Context: an optimization exercise on an open-source flow, tuned for a short achievable clock period. The choices shown serve that exercise and are no tape-out recipe.
The RTL was checked by simulation tests, not by an equivalence proof against the original design.
No activity file was given, so power comes from the tool's default toggle rates.

amber:
==> flow/design.v <==
module td4_core (
    input  wire       clk,
    input  wire       rst,           
    input  wire       prog_we,
    input  wire [3:0] prog_addr,
    input  wire [7:0] prog_wdata,
    input  wire       start,
    input  wire [4:0] prog_size,     
    input  wire [3:0] in_data,
    output wire       in_rd,
    output reg  [3:0] out_data,
    output reg        out_we,
    output reg        running,
    output reg        halted,
    output reg        aborted,
    output reg  [7:0] err_byte,
    output reg  [3:0] err_pc,
    output reg  [3:0] reg_a,
    output reg  [3:0] reg_b,
    output reg        carry,
    output reg  [4:0] pc
);
    reg [7:0]  mem [0:15];
    reg [4:0]  size;
    reg [7:0]  ir;        
    reg [15:0] pc_oh;     
    integer k;
    always @(posedge clk) begin
        if (prog_we)
            mem[prog_addr] <= prog_wdata;
    end
    wire [3:0] op  = ir[7:4];
    wire [3:0] imm = ir[3:0];
    wire illegal = (op == 4'h8) || (op == 4'hA) || (op == 4'hC) || (op == 4'hD);
    wire is_jmp  = (op == 4'hF);
    wire is_jnc  = (op == 4'hE);
    wire take    = is_jmp || (is_jnc && !carry);    
    wire stay    = is_jnc && carry;                 
    assign in_rd = running && !ir[7] && ir[5] && !ir[4];    
    wire [4:0] pc_inc = pc + 5'd1;
    wire [4:0] pc_tgt = {1'b0, imm};
    wire h_inc  = (pc_inc >= size);
    wire h_tgt  = (pc_tgt >= size);
    wire h_stay = (pc >= size);
    wire h_next = take ? h_tgt : (stay ? h_stay : h_inc);
    wire [4:0] next_pc = take ? pc_tgt : (stay ? pc : pc_inc);
    reg [7:0] byte_inc;
    reg [7:0] byte_tgt;
    always @(*) begin
        byte_inc = 8'h00;
        for (k = 0; k < 16; k = k + 1)
            byte_inc = byte_inc | ({8{pc_oh[k]}} & mem[(k + 1) % 16]);
    end
    always @(*) byte_tgt = mem[imm];
    wire [7:0] byte_run = take ? byte_tgt : (stay ? ir : byte_inc);
    wire [3:0] tgt_lo   = next_pc[3:0];
    wire       hit_run  = prog_we && (prog_addr == tgt_lo);
    wire [7:0] fetch_run = hit_run ? prog_wdata : byte_run;
    wire       size_nz  = |prog_size;
    wire       hit_st   = prog_we && (prog_addr == 4'd0);
    wire [7:0] fetch_st = size_nz ? (hit_st ? prog_wdata : mem[0]) : 8'h00;
    wire [15:0] oh_tgt = 16'd1 << imm;
    wire [15:0] oh_inc = {pc_oh[14:0], pc_oh[15]};
    wire [4:0] sum_a = {1'b0, reg_a} + {1'b0, imm};
    wire [4:0] sum_b = {1'b0, reg_b} + {1'b0, imm};
    reg [3:0] next_a;
    reg [3:0] next_b;
    reg       next_c;
    reg       do_out;
    reg [3:0] out_val;
    always @(*) begin
        next_a  = reg_a;
        next_b  = reg_b;
        next_c  = 1'b0;
        do_out  = 1'b0;
        out_val = out_data;
        case (op)
            4'h3: next_a = imm;
            4'h7: next_b = imm;
            4'h4: next_b = reg_a;
            4'h1: next_a = reg_b;
            4'h0: begin
                next_a = sum_a[3:0];
                next_c = sum_a[4];
            end
            4'h5: begin
                next_b = sum_b[3:0];
                next_c = sum_b[4];
            end
            4'h2: next_a = in_data;
            4'h6: next_b = in_data;
            4'h9: begin
                do_out  = 1'b1;
                out_val = reg_b;
            end
            4'hB: begin
                do_out  = 1'b1;
                out_val = imm;
            end
            default: ;
        endcase
    end
    wire exec = running && !illegal;
    always @(posedge clk) begin
        if (rst) begin
            running  <= 1'b0;
            halted   <= 1'b0;
            aborted  <= 1'b0;
            size     <= 5'd0;
            reg_a    <= 4'd0;
            reg_b    <= 4'd0;
            carry    <= 1'b0;
            pc       <= 5'd0;
            out_data <= 4'd0;
            out_we   <= 1'b0;
            err_byte <= 8'd0;
            err_pc   <= 4'd0;
        end else if (start) begin
            running  <= 1'b1;
            halted   <= 1'b0;
            aborted  <= 1'b0;
            size     <= prog_size;
            reg_a    <= 4'd0;
            reg_b    <= 4'd0;
            carry    <= 1'b0;
            pc       <= 5'd0;
            out_we   <= 1'b0;
            err_byte <= 8'd0;
            err_pc   <= 4'd0;
        end else if (running) begin
            if (illegal) begin
                running  <= 1'b0;
                aborted  <= 1'b1;
                err_byte <= ir;
                err_pc   <= pc[3:0];
                out_we   <= 1'b0;
            end else begin
                reg_a    <= next_a;
                reg_b    <= next_b;
                carry    <= next_c;
                pc       <= next_pc;
                out_data <= out_val;
                out_we   <= do_out;
                if (h_next) begin
                    running <= 1'b0;
                    halted  <= 1'b1;
                end
            end
        end else begin
            out_we <= 1'b0;
        end
    end
    always @(posedge clk) begin
        if (start) begin
            ir    <= fetch_st;
            pc_oh <= 16'd1;
        end else begin
            ir    <= fetch_run;
            pc_oh <= take ? oh_tgt : (stay ? pc_oh : oh_inc);
        end
    end
endmodule
Settings: LEC_CHECK=0, ABC_CLOCK_PERIOD_IN_PS=1500, CAP_MARGIN=20, CORE_MARGIN=2, CORE_UTILIZATION=55, SETUP_SLACK_MARGIN=3.0, SLEW_MARGIN=20, TNS_END_PERCENT=100; clock period 4.5 ns.
run.sh (not shown) runs the stock make flow with config.mk's settings and CLKGATE_MAP_FILE= SYNTH_SCRIPT=/design/flow/synth_recipe.tcl, a recipe that flattens the netlist after the stock synthesis.
Input-level comparison between willow and amber:
--- a/flow/design.v
+++ b/flow/design.v
@@ -152,11 +152,11 @@
     end
     always @(posedge clk) begin
         if (start) begin
             ir    <= fetch_st;
             pc_oh <= 16'd1;
-        end else begin
+        end else if (exec) begin
             ir    <= fetch_run;
             pc_oh <= take ? oh_tgt : (stay ? pc_oh : oh_inc);
         end
     end
 endmodule
Results
Sort amber and willow by total power, descending, and amber comes first.
Across both runs, portion of the post-synthesis area used by sequential elements was lower for willow than for amber.
Diff amber -> willow: non-filler instance count after layout went up about 0.4%, global-route usage now larger, floorplan die width shows no meaningful change, share of synthesized registers carrying an async set or reset was more or less identical, clock share of power went up by 6.0 points.

td4_core, a different RTL version from the one above (not shown whole).
Size: ~580 flip-flops, roughly 60 I/O pins, ~26000 um2 of cells after synthesis.
Settings: LEC_CHECK=0, ABC_CLOCK_PERIOD_IN_PS=1500, CAP_MARGIN=20, CORE_MARGIN=2, CORE_UTILIZATION=35, SETUP_SLACK_MARGIN=2.5, SLEW_MARGIN=20, TNS_END_PERCENT=100; clock period 4.5 ns.
standard.sh (not shown) runs the stock make flow with config.mk's settings and CLKGATE_MAP_FILE= SYNTH_SCRIPT=/design/flow/synth_recipe.tcl, a recipe that flattens the netlist after the stock synthesis.
==> flow/flow/run.sh <==
#!/bin/bash
# Layout flow: the standard ORFS flow (standard.sh), with changes only to
# how cells are chosen:
#  - dontuse.txt adds slow cells (four-high stacks, three- and four-input ORs, low-power clock inverters,
#    4-input muxes and the delay cells) to the platform's don't-use list, for
#    synthesis and repair;
#  - the ports are buffered with buf_4 (the resizer may resize them later);
#  - the resizer may swap a cell for any cell of the same function
#    (MATCH_CELL_FOOTPRINT=0), not only one of the same footprint.
# The clock tree is built by CTS as usual.  All of make's output goes to
# standard.log in the folder this runs in.
set -euo pipefail
here=$(cd "$(dirname "$0")" && pwd)
dont_use=$(tr -s ' \n' ' ' < "$here/dontuse.txt")
bash standard.sh "DONT_USE_CELLS=$dont_use" MATCH_CELL_FOOTPRINT=0 \
    "BUFFER_PORTS_ARGS=-buffer_cell sky130_fd_sc_hd__buf_4" finish > standard.log 2>&1
Other scripts of this flow, unchanged in this note and not shown: flow/flow/dontuse.txt
The starting point produced a clean layout.
Edit:
--- a/flow/design.v
+++ b/flow/design.v
@@ -40,25 +40,22 @@
     endfunction
     reg [7:0]    mem  [0:15];
     reg [FW-1:0] memf [0:15];
     reg [15:0]   memoh [0:15];    
     reg [4:0]    size;
     reg [7:0]    ir;        
     reg [FW-1:0] irf;       
     reg [15:0]   iroh;      
     reg [15:0]   pc1_oh;    
-    reg [15:0]   iroh2;
-    reg [15:0]   pc1_oh2;
     reg [3:0]    pc1;       
     reg [3:0]    ra, rb;
     reg          rc;
     reg [4:0]    rp;
-    reg          run_i;     
     integer k;
     wire [FW-1:0] wflags = predecode(prog_wdata);
     reg  [15:0]   woh;
     always @(*) begin
         for (k = 0; k < 16; k = k + 1)
             woh[k] = (prog_wdata[3:0] == k);
     end
     always @(posedge clk) begin
         if (prog_we) begin
@@ -81,39 +78,37 @@
     wire h_tgt  = (pc_tgt >= size);
     wire h_stay = (rp >= size);
     wire h_next = take ? h_tgt : (stay ? h_stay : h_inc);
     wire [4:0] next_pc = take ? pc_tgt : (stay ? rp : pc_inc);
     reg [24+FW-1:0] w_inc, w_tgt;
     always @(*) begin
         w_inc = 0;
         w_tgt = 0;
         for (k = 0; k < 16; k = k + 1) begin
-            w_inc = w_inc | ({{(10+FW){pc1_oh2[k]}}, {14{pc1_oh[k]}}} & {memoh[k], memf[k], mem[k]});
-            w_tgt = w_tgt | ({{(10+FW){iroh2[k]}},   {14{iroh[k]}}}   & {memoh[k], memf[k], mem[k]});
+            w_inc = w_inc | ({(24+FW){pc1_oh[k]}} & {memoh[k], memf[k], mem[k]});
+            w_tgt = w_tgt | ({(24+FW){iroh[k]}}  & {memoh[k], memf[k], mem[k]});
         end
     end
     wire eq_tgt, eq_cur, eq_inc, eq_0;
     td4_eq4 u_eq_tgt (.a(prog_addr), .b(imm),     .eq(eq_tgt));
     td4_eq4 u_eq_cur (.a(prog_addr), .b(rp[3:0]), .eq(eq_cur));
     td4_eq4 u_eq_inc (.a(prog_addr), .b(pc1),     .eq(eq_inc));
     td4_eq4 u_eq_0   (.a(prog_addr), .b(4'd0),    .eq(eq_0));
     wire inc = !take && !stay;
     wire hit_run = prog_we && ((take && eq_tgt) || (stay && eq_cur) || (inc && eq_inc));
     wire [24+FW-1:0] w_new = {woh, wflags, prog_wdata};
     wire [24+FW-1:0] w_cur = {iroh, irf, ir};
     wire s_w = hit_run;
     wire s_t = take && !hit_run;
     wire s_s = stay && !hit_run;
     wire s_i = inc  && !hit_run;
     wire [24+FW-1:0] fetch_run = ({(24+FW){s_w}} & w_new) | ({(24+FW){s_t}} & w_tgt) |
                                  ({(24+FW){s_s}} & w_cur) | ({(24+FW){s_i}} & w_inc);
-    wire [15:0] fetch_run2 = ({16{s_w}} & woh) | ({16{s_t}} & w_tgt[8+FW +: 16]) |
-                             ({16{s_s}} & iroh2) | ({16{s_i}} & w_inc[8+FW +: 16]);
     wire size_nz = |prog_size;
     wire hit_st  = prog_we && (prog_addr == 4'd0);
     wire [24+FW-1:0] fetch_st = !size_nz ? {(24+FW){1'b0}} :
                                hit_st   ? w_new : {memoh[0], memf[0], mem[0]};
     wire [3:0] pa = ra ^ imm, ga = ra & imm;
     wire [3:0] pb = rb ^ imm, gb = rb & imm;
     wire [4:0] ca, cb;
     assign ca[0] = 1'b0;
     assign ca[1] = ga[0];
@@ -167,33 +162,23 @@
         endcase
     end
     reg run_next;
     always @(*) begin
         if (rst)
             run_next = 1'b0;
         else if (start)
             run_next = 1'b1;
         else
-            run_next = run_i && !illegal && !h_next;
-    end
-    reg run_next_o;
-    always @(*) begin
-        if (rst)
-            run_next_o = 1'b0;
-        else if (start)
-            run_next_o = 1'b1;
-        else
-            run_next_o = running && !illegal && !h_next;
+            run_next = running && !illegal && !h_next;
     end
     wire [FW-1:0] fetch_f = start ? fetch_st[8 +: FW] : fetch_run[8 +: FW];
     always @(posedge clk) begin
-        run_i   <= run_next;
-        running <= run_next_o;
+        running <= run_next;
         in_rd   <= run_next && fetch_f[3];
         if (rst) begin
             halted   <= 1'b0;
             aborted  <= 1'b0;
             size     <= 5'd0;
             reg_a    <= 4'd0;
             reg_b    <= 4'd0;
             carry    <= 1'b0;
             pc       <= 5'd0;
@@ -206,19 +191,19 @@
             aborted  <= 1'b0;
             size     <= prog_size;
             reg_a    <= 4'd0;
             reg_b    <= 4'd0;
             carry    <= 1'b0;
             pc       <= 5'd0;
             out_we   <= 1'b0;
             err_byte <= 8'd0;
             err_pc   <= 4'd0;
-        end else if (run_i) begin
+        end else if (running) begin
             if (illegal) begin
                 aborted  <= 1'b1;
                 err_byte <= ir;
                 err_pc   <= rp[3:0];
                 out_we   <= 1'b0;
             end else begin
                 reg_a    <= next_a;
                 reg_b    <= next_b;
                 carry    <= next_c;
@@ -232,34 +217,29 @@
             out_we <= 1'b0;
         end
     end
     always @(posedge clk) begin
         if (start) begin
             ra <= 4'd0;
             rb <= 4'd0;
             rc <= 1'b0;
             rp <= 5'd0;
-        end else if (run_i && !illegal) begin
+        end else if (running && !illegal) begin
             ra <= next_a;
             rb <= next_b;
             rc <= next_c;
             rp <= next_pc;
         end
     end
     always @(posedge clk) begin
         if (start) begin
             {iroh, irf, ir} <= fetch_st;
-            iroh2     <= fetch_st[8+FW +: 16];
             pc1_oh    <= 16'd2;
-            pc1_oh2   <= 16'd2;
             pc1       <= 4'd1;
         end else begin
             {iroh, irf, ir} <= fetch_run;
-            iroh2     <= fetch_run2;
             pc1_oh    <= take ? {iroh[14:0], iroh[15]} :
                          (stay ? pc1_oh : {pc1_oh[14:0], pc1_oh[15]});
-            pc1_oh2   <= take ? {iroh2[14:0], iroh2[15]} :
-                         (stay ? pc1_oh2 : {pc1_oh2[14:0], pc1_oh2[15]});
             pc1       <= next_pc[3:0] + 4'd1;
         end
     end
 endmodule
=> Power shrinks by about 5.7%; clock-buffer cell count grows by 3; sequential share of layout area grows by 0.85 points; setup slack improves by 0.098 ns; maximum frequency grows by 4.8%; final area shrinks by 5.5%.

==> separate check: timing with driven ports <==
No port has a modelled driver above. Below, the same layouts with a new extraction and two added sets of constraints. Step 1, drivers: a clkbuf_16 drives clk and a buf_2 each remaining input, both assumed. Step 2 also shifts input and output timing later by t, the mid clock arrival at the registers, as if the neighbouring blocks saw the same clock. a / b / c = ideal ports / drivers / drivers and shift; a / b = the first two.
run | t (ns) | setup slack, ns | slew at the worst register clock pin (ns) | cell pins on the clock port's net
amber | 0.482 | 1.837 / 1.837 / 1.527 | 0.08 / 0.08 | 1
willow | 0.479 | 1.961 / 1.961 / 1.519 | 0.09 / 0.09 | 1
the first run of note 2 | 0.691 | 2.352 / 2.352 / 1.701 | 0.07 / 0.07 | 1
the second run of note 2 | 0.694 | 2.450 / 2.426 / 1.838 | 0.07 / 0.07 | 1
After both steps setup and hold are still met in every run listed. For the first run of note 2, which loses most, drivers alone change the setup slack by 0.000 ns; drivers and shift together by -0.651 ns.
